This is an optimization exercise on Yosys and OpenROAD, whose aim is small area and a short achievable clock period, not a production implementation.
Function was checked by simulation only, so behaviour that the tests miss may differ from the original.
Power figures rest on the tool's default switching activity, not on a simulated workload.

===== flow/run.sh =====
#!/bin/bash
# synth_recipe.tcl (not shown) runs the flow's synth.tcl, then flattens the netlist and writes it again
# the make line also repeats each setting of config.mk as NAME=value (left out here)
make -C /OpenROAD-flow-scripts/flow DESIGN_CONFIG=/design/flow/config.mk WORK_HOME=/design/flow/orfs CLKGATE_MAP_FILE= SYNTH_SCRIPT=/design/flow/synth_recipe.tcl finish

===== flow/config.mk =====
export PLATFORM = sky130hd
export DESIGN_NAME = cia402_fsm
export DESIGN_NICKNAME = cia402_fsm
export VERILOG_FILES = /design/flow/design.v
export SDC_FILE = /design/flow/constraint.sdc
export NUM_CORES = 4
export LEC_CHECK = 0
export CAP_MARGIN = 20
export CORE_MARGIN = 2
export CORE_UTILIZATION = 40
export SLEW_MARGIN = 20

===== flow/constraint.sdc =====
create_clock -name core_clock -period 8.0 [get_ports {clk}]
set_input_delay 1.6000 -clock core_clock [delete_from_list [all_inputs] [get_ports {clk}]]
set_output_delay 1.6000 -clock core_clock [all_outputs]
set_load 0.01 [all_outputs]

===== flow/design.v =====
module cia402_decoder (
  input  wire [15:0] status,
  output reg  [2:0]  dstate
);
  always @(*) begin
    case (status)
      16'h1208: dstate = 3'd1;   
      16'h1250: dstate = 3'd2;   
      16'h1231: dstate = 3'd3;   
      16'h1233: dstate = 3'd4;   
      16'h1237: dstate = 3'd5;   
      16'h1637: dstate = 3'd5;   
      default:  dstate = 3'd0;   
    endcase
  end
endmodule
module cia402_fsm (
  input  wire         clk,
  input  wire         rst,
  input  wire         start,
  input  wire         operational,
  input  wire         stop_req,
  input  wire [31:0]  cfg_target_vel,
  input  wire [7:0]   cfg_mode,
  input  wire [15:0]  cfg_max_torque,
  output wire         ex_req,
  input  wire         ex_valid,
  input  wire         ex_resp_fresh,
  input  wire [127:0] ex_in,
  input  wire [15:0]  ex_wkc,
  output wire [127:0] ex_out,
  output wire [2:0]   phase,
  output wire         exit_code,
  output wire [2:0]   dstate,
  output wire [32:0]  delta,
  output wire         delta_valid,
  output wire         moving,
  output wire         enable_evt,
  output wire [31:0]  enable_pos,
  output wire         report_valid,
  output wire [63:0]  report_cycle,
  output wire [15:0]  report_status,
  output wire [15:0]  report_control,
  output wire [31:0]  report_position,
  output wire [32:0]  report_delta,
  output wire [35:0]  report_rpm,
  output wire [31:0]  report_velocity,
  output wire [7:0]   report_mode,
  output wire [15:0]  report_wkc
);
  localparam [2:0] PH_IDLE   = 3'd0;
  localparam [2:0] PH_RUN    = 3'd1;
  localparam [2:0] PH_DRAIN  = 3'd2;
  localparam [2:0] PH_HALTED = 3'd3;
  localparam [2:0] PH_FAILED = 3'd4;
  localparam [5:0] DRAIN_CYCLES   = 6'd50;
  localparam [8:0] REPORT_LAST    = 9'd499;    
  localparam [32:0] MOVE_THRESHOLD = 33'd1000;
  localparam [2:0] DS_FAULT   = 3'd1;
  localparam [2:0] DS_SOD     = 3'd2;
  localparam [2:0] DS_RTSO    = 3'd3;
  localparam [2:0] DS_SWON    = 3'd4;
  localparam [2:0] DS_OPEN    = 3'd5;
  reg [2:0]   phase_q;
  reg         run_flag;
  reg [5:0]   drain_count;
  reg [63:0]  cycle_count;
  reg [8:0]   report_count;    
  reg [31:0]  tv_set;
  reg [31:0]  start_pos;
  reg         motor_enabled;
  reg [15:0]  wkc;
  reg [127:0] out_rec;         
  reg [127:0] in_rec;          
  reg         enable_evt_q;
  reg         report_q;
  wire in_idle  = (phase_q == PH_IDLE);
  wire in_run   = (phase_q == PH_RUN);
  wire in_drain = (phase_q == PH_DRAIN);
  assign ex_req = (in_run && run_flag) || in_drain;
  wire do_start = in_idle && start && operational;
  wire do_sfail = in_idle && start && !operational;
  wire do_cycle = in_run && run_flag && ex_valid;
  wire do_stop  = in_run && !run_flag;
  wire do_drain = in_drain && ex_valid;
  wire do_exch  = do_cycle || do_drain;
  wire [127:0] in_new = (do_exch && ex_resp_fresh) ? ex_in : in_rec;
  wire [2:0] new_dstate;
  cia402_decoder u_dec_new (.status(in_new[15:0]), .dstate(new_dstate));
  reg [15:0] decide_cw;
  reg [31:0] decide_tv;
  always @(*) begin
    decide_tv    = 32'd0;
    case (new_dstate)
      DS_FAULT: decide_cw = 16'h0080;
      DS_SOD:   decide_cw = 16'h0006;
      DS_RTSO:  decide_cw = 16'h0007;
      DS_SWON:  decide_cw = 16'h000F;
      DS_OPEN: begin
        decide_cw = 16'h000F;
        decide_tv = tv_set;
      end
      default: begin
        decide_cw    = out_rec[15:0];
        decide_tv    = out_rec[79:48];
      end
    endcase
  end
  wire do_latch = do_cycle && (new_dstate == DS_OPEN) && !motor_enabled;
  always @(posedge clk) begin
    if (rst) begin
      phase_q       <= PH_IDLE;
      run_flag      <= 1'b1;
      drain_count   <= 6'd0;
      cycle_count   <= 64'd0;
      report_count  <= 9'd0;
      tv_set        <= 32'd0;
      start_pos     <= 32'd0;
      motor_enabled <= 1'b0;
      wkc           <= 16'd0;
      out_rec       <= 128'd0;
      in_rec        <= 128'd0;
      enable_evt_q  <= 1'b0;
      report_q      <= 1'b0;
    end else begin
      enable_evt_q <= 1'b0;
      report_q     <= 1'b0;
      if (stop_req)
        run_flag <= 1'b0;
      if (do_start) begin
        tv_set        <= cfg_target_vel;
        motor_enabled <= 1'b0;
        start_pos     <= 32'd0;
        cycle_count   <= 64'd0;
        report_count  <= 9'd0;
        phase_q       <= PH_RUN;
      end
      if (do_sfail)
        phase_q <= PH_FAILED;
      if (do_exch) begin
        in_rec <= in_new;
        wkc    <= ex_wkc;
      end
      if (do_cycle) begin
        out_rec[15:0]    <= decide_cw;
        out_rec[79:48]   <= decide_tv;
        out_rec[111:96]  <= cfg_max_torque;
        out_rec[119:112] <= cfg_mode;
        cycle_count      <= cycle_count + 64'd1;
        if (report_count == REPORT_LAST) begin
          report_count <= 9'd0;
          report_q     <= 1'b1;
        end else begin
          report_count <= report_count + 9'd1;
        end
        if (do_latch) begin
          motor_enabled <= 1'b1;
          start_pos     <= in_new[47:16];
          enable_evt_q  <= 1'b1;
        end
      end
      if (do_stop || do_drain) begin
        out_rec[15:0]    <= 16'h0000;
        out_rec[79:48]   <= 32'd0;
        out_rec[111:96]  <= cfg_max_torque;
        out_rec[119:112] <= cfg_mode;
      end
      if (do_stop) begin
        drain_count <= 6'd0;
        phase_q     <= PH_DRAIN;
      end
      if (do_drain) begin
        drain_count <= drain_count + 6'd1;
        if (drain_count + 6'd1 == DRAIN_CYCLES)
          phase_q <= PH_HALTED;
      end
    end
  end
  wire signed [31:0] act_pos = in_rec[47:16];
  wire signed [31:0] act_vel = in_rec[79:48];
  wire signed [32:0] delta_s = {act_pos[31], act_pos} - {start_pos[31], start_pos};
  wire        [32:0] delta_abs = delta_s[32] ? -delta_s : delta_s;
  cia402_decoder u_dec_cur (.status(in_rec[15:0]), .dstate(dstate));
  assign ex_out      = out_rec;
  assign phase       = phase_q;
  assign exit_code   = (phase_q == PH_FAILED);
  assign delta       = delta_s;
  assign delta_valid = motor_enabled;
  assign moving      = motor_enabled && (delta_abs > MOVE_THRESHOLD);
  assign enable_evt  = enable_evt_q;
  assign enable_pos  = start_pos;
  assign report_valid    = report_q;
  assign report_cycle    = cycle_count;
  assign report_status   = in_rec[15:0];
  assign report_control  = out_rec[15:0];
  assign report_position = act_pos;
  assign report_delta    = delta_s;
  assign report_rpm      = {{4{act_vel[31]}}, act_vel} * 36'sd15;
  assign report_velocity = act_vel;
  assign report_mode     = in_rec[119:112];
  assign report_wkc      = wkc;
endmodule

==> results_dict.tcl <==
set metrics [dict create \
    power_frac_comb_pct 23.2 \
    yosysTopAreaCell "dfxtp_1" \
    status "complete, no violations" \
    cts_htree_levels 2 \
    slew_viol_final 0 \
    worst_slew_pin_slew_ps 1070 \
    cts.sinks 314 \
    yosysWarningCount 2 \
    crit_path_max_incr_delay_ps 610 \
    core.rowCount 80 \
    period_share_pct 91.6 \
    post_cts_buffers 0 \
    peakVddDrop_mv 0.145 \
    synth_commonest_cells "nand2_1 (447), dfxtp_1 (314), a21oi_1 (288)" \
    min_from "ex_out[76]" \
    pwr-share-seq_pct 36.6 \
    path_clk_slew_ps 60 \
    finalSetupTns_ps 0 \
    port_buffers 546 \
    ys_types 96 \
    drtPass1Iterations 5 \
    grt_pass1_vias 17845 \
    syn_to_final_growth_pct 34.1 \
    synth_flop_cell "dfxtp_1" \
    dieArea_um2 50400 \
    hold_ws_ps 450 \
    powerDensity_nw_per_um2 170 \
    cts_tree "done" \
    cp.arrival_ps 5730 \
    cts.root.buffer_cell "clkbuf_16" \
    postCtsHoldBufs 0 \
    p_sw_share_pct 28.9 \
    hold_viol_final 0 \
    yosysSeqAreaShare_pct 32.3 \
    dp_hpwl_um 50300 \
    post-synth-top-count-cell "nand2_1" \
    worst_setup_path_start_kind "flip-flop" \
    cts_buffers 38 \
    slowest_stage "clkdlybuf4s50_1" \
    power.switching_uw 1280 \
    cp_common_cell "fa_1" \
    die_h_um 224 \
    synth_edf_count 0 \
    drt-total-wl_um 66900 \
    place_ws_ps 1300 \
    fin_nets 3261 \
    synth_cells 2469 \
    initial_core_util_pct 40.6 \
    end_kind "primary output" \
    fp.dieW_um 224 \
    setup.worst_path.start "report_velocity[2]" \
    syn_area_um2 19400 \
    timing.rr.start "phase_q[1]" \
    core_um2 47800 \
    avgSynthCellArea_um2 7.87 \
    drtIter0Drc 1287 \
    grt_max_degree 106 \
    synthTopCellsByArea "dfxtp_1 (32%), nand2_1 (8.6%), a21oi_1 (7.4%)" \
    finalPower_uw 4420 \
    cap_violations 0 \
    ant_nets 0 \
    slew_headroom_pct 28.4 \
    antenna_found_initial 9 \
    p_int_uw 3140 \
    ys_seq_elements 314 \
    viasPerCell 5.33 \
    cts_resized 0 \
    hold_path_class "reg -> reg" \
    p_clk_share_pct 40.3 \
    design.portCount 665 \
    avgRoutedWirePerCell_um 18.8 \
    vias 19012 \
    cp_cell_sequence "fa_1, fa_1, fa_1, a21o_1, a21oi_1, o21ba_2, o31ai_1, a31o_2, o41ai_1, o21ba_2, nor2_1, nor2_1, o21ai_0, a211oi_1, xnor2_1, clkdlybuf4s50_1" \
    path_class "reg -> out" \
    cp_max_fo 6 \
    synth_top_area_share_pct 32.3 \
    grt_pass1_wl_um 102000 \
    fin_ws_ps 674 \
    cts_buffer_depth 3 \
    grt_setup_unrepaired "no" \
    fmax_ghz 0.137 \
    grt-ovfl-total 0 \
    fin_crit_ps 7330 \
    required_ps 6400 \
    place.gp.congestion 0.880 \
    power.leakage_uw 0.0102 \
    remaining_drc_errors 0 \
    final_layout_size_suffix_gt1_share_pct 5.61 \
    clk_latency_ps 560 \
    async_flop_share_pct 0 \
    setup_viol 0 \
    finClkSkew_ps 16.7 \
    grt_use_total_pct 25.5 \
]
[logic make-up after synthesis]
| group | synth area share [%] |
|---|---|
| AO/OA/AOI/OAI | 17.3 |
| adder cells (fa/ha/maj) | 11.3 |
| XOR/XNOR | 2.79 |
| other | 0.0193 |
| flip-flops | 32.3 |
| AND/OR/NAND/NOR | 26.1 |
| buffers and inverters | 8.49 |
| multiplexers | 1.69 |
[power by group through the flow]
stage | Clock, uW | Combinational [uW] | Sequential, uW
floorplan | 0 | 641 | 1650
CTS | 1830 | 1020 | 1620
detailed placement | 0 | 1020 | 1650
finish | 1780 | 1030 | 1620
global placement | 0 | 1000 | 1650
global route | 1890 | 1110 | 1620
[routing by layer]
layer	global-route usage, %	vias to the layer above	part of all wire [%]
met5	0	-	0.013
met4	10.7	2	4.0
met3	6.47	112	7.3
met2	43.9	608	49
met1	30.1	9025	40
li1	-	9265	-
[layout by cell type, fill, tap and decap left out, types with 25 or more instances in the layout]
cell type,Yosys,final
clkdlybuf4s50_1,0,545
inv_1,73,73
ha_1,77,77
a21o_1,36,36
a21oi_1,288,287
clkbuf_16,0,39
xnor2_1,46,46
and3_1,34,34
nor2_1,172,168
or3_1,36,36
dfxtp_1,314,314
nand3_1,177,177
mux2i_1,25,25
conb_1,1,78
fa_1,62,62
nand2_1,447,446
o21ai_0,55,55
nor3_1,41,41
[worst paths after layout]
| path | end | cells past startpoint | slack [ps] |
|---|---|---|---|
| worst max register to register | ex_out[56] | 12 | 3290 |
| worst max-delay path | report_rpm[34] | 16 | 670 |
| worst min register to register | ex_out[76] | 2 | 450 |
| worst min-delay path | ex_out[76] | 2 | 450 |
[final cells by class]
| class | count | area [um^2] |
|---|---|---|
| diodes | 9 | 22.5 |
| clock inverters | 15 | 210 |
| repair buffers | 566 | 5620 |
| well taps | 615 | 769 |
| flip-flops and latches | 314 | 6290 |
| multi-input cells | 1918 | 11800 |
| fillers | 4552 | 21800 |
| clock buffers | 50 | 1050 |
| inverters | 77 | 289 |
[sequential cells by signal, indices dropped and copies added, names as in the netlist]
signal           flops
report_velocity     32
ex_out              56
phase_q              3
report_q             1
report_control       4
drain_count          6
cycle_count         64
report_status       16
wkc                 16
motor_enabled        1
report_position     32
enable_evt_q         1
run_flag             1
report_mode          8
tv_set              32
start_pos           32
report_count         9
[worst max-delay path: cells and delay by family, from the launching register on]
family | cells | cell delay, ps
simple gates | 2 | 260
xor+xnor | 1 | 150
fa+ha+maj | 3 | 1440
flops | 1 | 500
buf+inv | 1 | 610
compound gates | 9 | 2200
[metrics by stage]
| step | instance area [um^2] | util [%] | cells |
|---|---|---|---|
| 3_3_place_gp | 24800 | 51.8 | 3490 |
| 4_1_cts | 26100 | 54.4 | 3555 |
| 3_5_place_dp | 24800 | 51.8 | 3490 |
| 5_1_grt | 26100 | 54.5 | 3561 |
| 6_report | 26100 | 54.5 | 3564 |
| 2_1_floorplan | 19700 | - | 2546 |

==> port drivers added, routing unchanged <==
The results above use ideal ports. As a check the final layout listed here was re-extracted and re-timed, cells and wires unchanged. Step 1, drivers: a clkbuf_16 drives clk and a buf_2 each remaining input, both assumed. Step 2 moves the port delays by t, midway between the first and last clock arrival at a register: inputs arrive t later, outputs are due t later. That takes back most of the time a late clock gives input paths. Three values: ideal, step 1, step 2; two values: the first two.
t (ns): 0.606
setup WS [ns]: 0.674 / 0.617 / 1.223
worst setup path at the end: register to output
pins driven straight from the clock port: 1
After both steps setup and hold are still met in this run. The setup slack of this run moves by -0.057 ns with the drivers and by +0.549 ns with both steps.
